This is an optimization exercise on Yosys and OpenROAD, whose aim is small area, a short achievable clock period and few clock cycles, not a production implementation. The RTL was checked by simulation tests, not by an equivalence proof against the original design.

job 8552:
// cbs_rtb
module cbs_rtb (
    input  wire          clk,
    input  wire          rst,
    input  wire          h_valid,
    input  wire [31:0]   h_data,
    output wire          ready,
    output reg           r_valid,
    output reg  [31:0]   r_data,
    input  wire          p_valid,
    input  wire [7:0]    p_data,
    input  wire          tick,
    output wire [31:0]   period_out,
    output wire [31:0]   duty_out
);
Settings: LEC_CHECK=0, ABC_AREA=1, CAP_MARGIN=30, CORE_MARGIN=2, CORE_UTILIZATION=40, PLACE_DENSITY=0.6, SLEW_MARGIN=20, SYNTH_MEMORY_MAX_BITS=65536; clock period 25.0 ns.
run.sh (not shown) runs the stock make flow with config.mk's settings and CLKGATE_MAP_FILE= SYNTH_SCRIPT=/design/flow/synth_recipe.tcl, a recipe that flattens the netlist after the stock synthesis.
The final layout from job 8552, which completed every stage, passed the timing, DRC and antenna checks at the end of the flow.
Testbench counts of job 8552, summed over its fixed seeds: cycles 28,818.
The following lists how job 4851 was set up differently from job 8552:
Settings: PLACE_DENSITY: 0.6 -> 0.7; CORE_UTILIZATION: 40 -> 50.
==> flow/flow/run.sh (new file) <==
#!/bin/bash
# The standard layout (the standard.sh: standard synthesis, then ORFS to
# finish), with the port buffers that placement inserts taken as buf_2 cells
# rather than the resizer's default pick.
set -euo pipefail
export BUFFER_PORTS_ARGS="-buffer_cell sky130_fd_sc_hd__buf_2"
bash standard.sh > standard.log 2>&1
==> flow/standard.sh (new file) <==
#!/bin/bash
# synth_recipe.tcl (not shown) runs the flow's synth.tcl, then flattens the netlist and writes it again
# the make line also repeats each setting of config.mk as NAME=value (left out here)
make -C /OpenROAD-flow-scripts/flow DESIGN_CONFIG=/design/flow/config.mk WORK_HOME=/design/flow/orfs CLKGATE_MAP_FILE= SYNTH_SCRIPT=/design/flow/synth_recipe.tcl "${@:-finish}"
removed: flow/run.sh
### Flow results
Going from job 8552 to job 4851, number of non-clock buffers shrinks by about 1.3%. Starting density of the core for job 4851: 10 points up relative to job 8552. Going from job 8552 to job 4851, largest net degree at the start of global routing grew by more than half. In job 4851, the count of clock buffers in the final design came out 6 below the value in job 8552.
#### Input delta (job 1436 over job 4851)
Settings: an added ABC_CLOCK_PERIOD_IN_PS of 8000; a change of PLACE_DENSITY from 0.7 to 0.6; a change of ABC_AREA from 1 to 0; a change of CORE_UTILIZATION from 50 to 40.
- The placement row count in job 1436 sits 28 above the value recorded for job 4851.
- Job 4851 -> job 1436: number of buffers inserted for hold repair after clock tree synthesis flat
- Non-clock buffer total of the final layout ended up 17% higher on job 1436 than on job 4851.
- The standard cells in job 1436 occupy more silicon area than those in job 4851 do.
- Compared with job 4851, met3 wire length in job 1436 decreased by a little under 10%.
- In job 1436, the cell area after synthesis came out 8.4% above the value in job 4851.
- In job 1436 the core utilization turned out 11 points lower than in job 4851.
- When job 1436 is set beside job 4851, its time the final worst path needs with I/O delays and setup turns out to be 1.62 ns larger.
- Comparing job 1436 and job 4851, the lower tapcell count was measured on job 4851.
Modified inputs, job 894 compared to job 1436
Settings: changing CAP_MARGIN from 30 to 20; removing ABC_CLOCK_PERIOD_IN_PS (formerly 8000); changing ABC_AREA from 0 to 1.
### Flow results
- Job 1436 and job 894 ended up with roughly the same CTS clock-pin slew for the worst setup and hold paths.
- [compare] base=job 1436 new=job 894: last weighted congestion value of the routability-driven placer now larger; area after synthesis shows a reduction of about 8%; first-pass GRT wire length went down; final routed wirelength across all metal layers lost 12000 um; via count lost 6234.
- Against job 1436 as the reference, job 894 delivers a higher core utilization of the finished layout.

========
Setup of run A:
cbs_rtb, a different RTL version from the one above (not shown whole).
Size: ~15000 cells after synthesis, about 1400 flip-flops, ~140 I/O pins, ~0.11 mm^2 of cells after synthesis.
export LEC_CHECK = 0
export ABC_AREA = 1
export CAP_MARGIN = 30
export CORE_MARGIN = 2
export CORE_UTILIZATION = 40
export PLACE_DENSITY = 0.6
export SLEW_MARGIN = 20
export SYNTH_MEMORY_MAX_BITS = 65536
create_clock -name core_clock -period 25.0 [get_ports {clk}]
standard.sh (not shown) runs the stock make flow with config.mk's settings and CLKGATE_MAP_FILE= SYNTH_SCRIPT=/design/flow/synth_recipe.tcl, a recipe that flattens the netlist after the stock synthesis.
==> flow/flow/run.sh <==
#!/bin/bash
# The standard layout (the standard.sh: standard synthesis, then ORFS to
# finish), with the port buffers that placement inserts taken as buf_2 cells
# rather than the resizer's default pick, and timing repair asked to leave
# 19.8 ns of setup slack at the design's 25 ns clock (repair_timing
# -setup_margin), so that it also shortens paths that already meet it.
set -euo pipefail
export BUFFER_PORTS_ARGS="-buffer_cell sky130_fd_sc_hd__buf_2"
export SETUP_SLACK_MARGIN=19.8
bash standard.sh > standard.log 2>&1
Testbench counts of run A, summed over its fixed seeds: cycles 28,725.
Inputs modified between run A and run B:
--- a/flow/flow/run.sh
+++ b/flow/flow/run.sh
@@ -5 +5 @@
-# 19.8 ns of setup slack at the design's 25 ns clock (repair_timing
+# 19 ns of setup slack at the design's 25 ns clock (repair_timing
@@ -9 +9 @@
-export SETUP_SLACK_MARGIN=19.8
+export SETUP_SLACK_MARGIN=19
Findings:
- Share of layout cells above drive strength 1 ends up lower on run B.
- The met3 global-route usage in run B was lower than what run A gave.
- Run B ended up with h_data[0] as its source of the critical timing path; run A ended up with r_data[23]$_SDFF_PP0_.
- Period utilization, run B and run A, lower one = run A.
- Met1 routed wirelength after detailed routing (run B vs. run A) decreases slightly
- From run A to run B the numbers moved as follows: count of plain and timing-repair buffers in the layout went down, combined global-route utilization of all metal layers went down, via count went down.
- Looking at post-route standard cell area excluding fillers, run B sits below run A.
- Run B: final cell utilization of the core is 4.5 points lower than what run A reported.
Input changes introduced in run C (baseline for comparison: run B):
- CAP_MARGIN: 30 -> 20
--- a/flow/flow/run.sh
+++ b/flow/flow/run.sh
@@ -5 +5 @@
-# 19 ns of setup slack at the design's 25 ns clock (repair_timing
+# 18.3 ns of setup slack at the design's 25 ns clock (repair_timing
@@ -9 +9 @@
-export SETUP_SLACK_MARGIN=19
+export SETUP_SLACK_MARGIN=18.3
Findings:
NOTE: worst setup slack in run C falls short of that of run B. On worst hold margin, run B tracks run C almost exactly. r_data[4]$_SDFF_PP0_ as the worst setup path endpoint was reported by run B, and r_data[6] by run C. The via count reported for run C is lower than the one for run B.
diff inputs: run C => run D
- CAP_MARGIN: 20 -> 30
--- a/flow/flow/run.sh
+++ b/flow/flow/run.sh
@@ -5 +5 @@
-# 18.3 ns of setup slack at the design's 25 ns clock (repair_timing
+# 17.5 ns of setup slack at the design's 25 ns clock (repair_timing
@@ -9 +9 @@
-export SETUP_SLACK_MARGIN=18.3
+export SETUP_SLACK_MARGIN=17.5
Results
In run D relative to run C, clock-buffer cell count had gone down slightly. | final setup slack of the worst path | run D vs run C | worse |. Delta (run D minus run C): number of cells on the critical path increased by 4 relative to the old numbers; last weighted congestion value of the routability-driven placer grew by about 2%. Final area: run D < run C.
Inputs modified between run D and run E:
==> flow/flow/run.sh <==
#!/bin/bash
# The standard layout (the standard.sh: standard synthesis, then ORFS to
# finish), with the port buffers that placement inserts taken as buf_2 cells
# rather than the resizer's default pick.
set -euo pipefail
export BUFFER_PORTS_ARGS="-buffer_cell sky130_fd_sc_hd__buf_2"
bash standard.sh > standard.log 2>&1
==> notes.md <==
- Higher count of instances resized after the clock tree is built goes to run D over run E.
- Between run D and run E, the post-route cell area is higher for run D.
- From run D to run E the numbers moved as follows: met2 usage saw a decrease; global-route wire length before repair saw little to no change; clock sink total saw little to no change.
- Number of antenna diodes: run E < run D
- Floorplan core area: run D vs run E, no meaningful difference
- The met1 capacity usage during global routing in run E was higher than what run D gave.

========
Starting RTL as in the previous note.
Settings: LEC_CHECK=0, ABC_AREA=1, CAP_MARGIN=30, CORE_MARGIN=2, CORE_UTILIZATION=40, PLACE_DENSITY=0.6, SLEW_MARGIN=20, SYNTH_MEMORY_MAX_BITS=65536; clock period 25.0 ns.
==> flow/flow/run.sh <==
#!/bin/bash
# The standard layout (the standard.sh: standard synthesis, then ORFS to
# finish), with the port buffers that placement inserts taken as buf_2 cells
# rather than the resizer's default pick, and timing repair asked to leave
# 18.0 ns of setup slack at the design's 25 ns clock (repair_timing
# -setup_margin), so that it also shortens paths that already meet it.
set -euo pipefail
export BUFFER_PORTS_ARGS="-buffer_cell sky130_fd_sc_hd__buf_2"
export SETUP_SLACK_MARGIN=18.0
bash standard.sh > standard.log 2>&1
Testbench counts at the start, summed over its fixed seeds: cycles 28,725.
Change:
==> flow/flow/run.sh (replaced) <==
#!/bin/bash
# The standard layout (the standard.sh: standard synthesis, then ORFS to
# finish), with the port buffers that placement inserts taken as buf_2 cells
# rather than the resizer's default pick, and timing repair asked to leave
# 18.45 ns of setup slack at the design's 25 ns clock (repair_timing
# -setup_margin), so that it also shortens paths that already meet it.
set -euo pipefail
export BUFFER_PORTS_ARGS="-buffer_cell sky130_fd_sc_hd__buf_2"
export SETUP_SLACK_MARGIN=18.45
bash standard.sh > standard.log 2>&1
- CAP_MARGIN: 30 -> 20
- SLEW_MARGIN: 20 -> 10
Result:
- The new run finished with timing, DRC and antenna clean
- design area came out higher by 2.0%
- sequential share of layout area falls by 0.48 points
- area after synthesis is unchanged

========
cbs_rtb, a different RTL version from the one above (not shown whole).
For scale: ~15000 cells after synthesis, ~1400 flip-flops, about 140 I/O pins, roughly 110000 um2 of cells after synthesis.
==> flow/config.mk <==
export PLATFORM = sky130hd
export DESIGN_NAME = cbs_rtb
export DESIGN_NICKNAME = cbs_rtb
export VERILOG_FILES = /design/flow/design.v
export SDC_FILE = /design/flow/constraint.sdc
export NUM_CORES = 8
export LEC_CHECK = 0
export ABC_AREA = 1
export CAP_MARGIN = 20
export CORE_MARGIN = 2
export CORE_UTILIZATION = 40
export PLACE_DENSITY = 0.6
export SLEW_MARGIN = 20
export SYNTH_MEMORY_MAX_BITS = 65536
==> flow/constraint.sdc <==
create_clock -name core_clock -period 25.0 [get_ports {clk}]
set_input_delay 5.0000 -clock core_clock [delete_from_list [all_inputs] [get_ports {clk}]]
set_output_delay 5.0000 -clock core_clock [all_outputs]
set_load 0.01 [all_outputs]
run.sh (not shown) runs the stock make flow with config.mk's settings and CLKGATE_MAP_FILE= SYNTH_SCRIPT=/design/flow/synth_recipe.tcl, a recipe that flattens the netlist after the stock synthesis.
Stock flow here: none of the scripts above is used.
Testbench counts at the start, summed over its fixed seeds: cycles 28,818.
==> next run, changes <==
- CAP_MARGIN: 20 -> 35
Effect: Via count stays flat; cell area grows slightly; sequential share of layout area went down by 0.16 points; worst setup slack gains 92 ps; die area stays the same; non-clock buffer count rises by 71.

static timing again, ports no longer ideal:
How much do the figures lean on ideal ports? The routed layouts below were timed once more, with nothing changed but the port constraints.
Step 1 assumes that a clkbuf_16 drives the clock port and a buf_2 every other input.
Step 2 times the ports against the registers' clock, not the clock port: input delays grow and output delays shrink by t, the midpoint of the rising clock arrivals with the driver on.
a / b / c = ideal ports / drivers / drivers and shift; a / b = the first two.
| run | t (ns) | slack for setup (ns) | worst slew at a driven data input, ns | cell pins on the clock port's net |
|---|---|---|---|---|
| job 8552 | 0.988 | 16.684 / 16.684 / 16.033 | 0.17 | 1 |
| job 4851 | 0.936 | 17.045 / 17.045 / 16.203 | 0.05 | 1 |
| job 1436 | 0.989 | 15.429 / 15.429 / 15.429 | 0.22 | 1 |
| job 894 | 0.974 | 16.996 / 17.059 / 16.085 | 0.18 | 1 |
| run A | 0.965 | 18.506 / 18.404 / 17.556 | 0.29 | 1 |
| run B | 0.959 | 18.450 / 18.424 / 17.517 | 0.23 | 1 |
| run C | 0.936 | 18.253 / 18.155 / 17.446 | 0.21 | 1 |
| run D | 0.950 | 17.643 / 17.655 / 16.706 | 0.18 | 1 |
| run E | 0.960 | 16.557 / 16.557 / 15.982 | 0.17 | 1 |
| the first run of note 3 | 0.963 | 18.022 / 17.920 / 17.186 | 0.23 | 1 |
| the second run of note 3 | 0.959 | 18.452 / 18.350 / 17.480 | 0.16 | 1 |
| the first run of note 4 | 0.958 | 16.360 / 16.440 / 15.482 | 0.19 | 1 |
| the second run of note 4 | 0.954 | 16.452 / 16.538 / 15.584 | 0.17 | 1 |
After both steps every run listed still meets setup and hold. The setup slack of the second run of note 3, which loses most, moves by -0.102 ns with the drivers and by -0.972 ns with both steps.
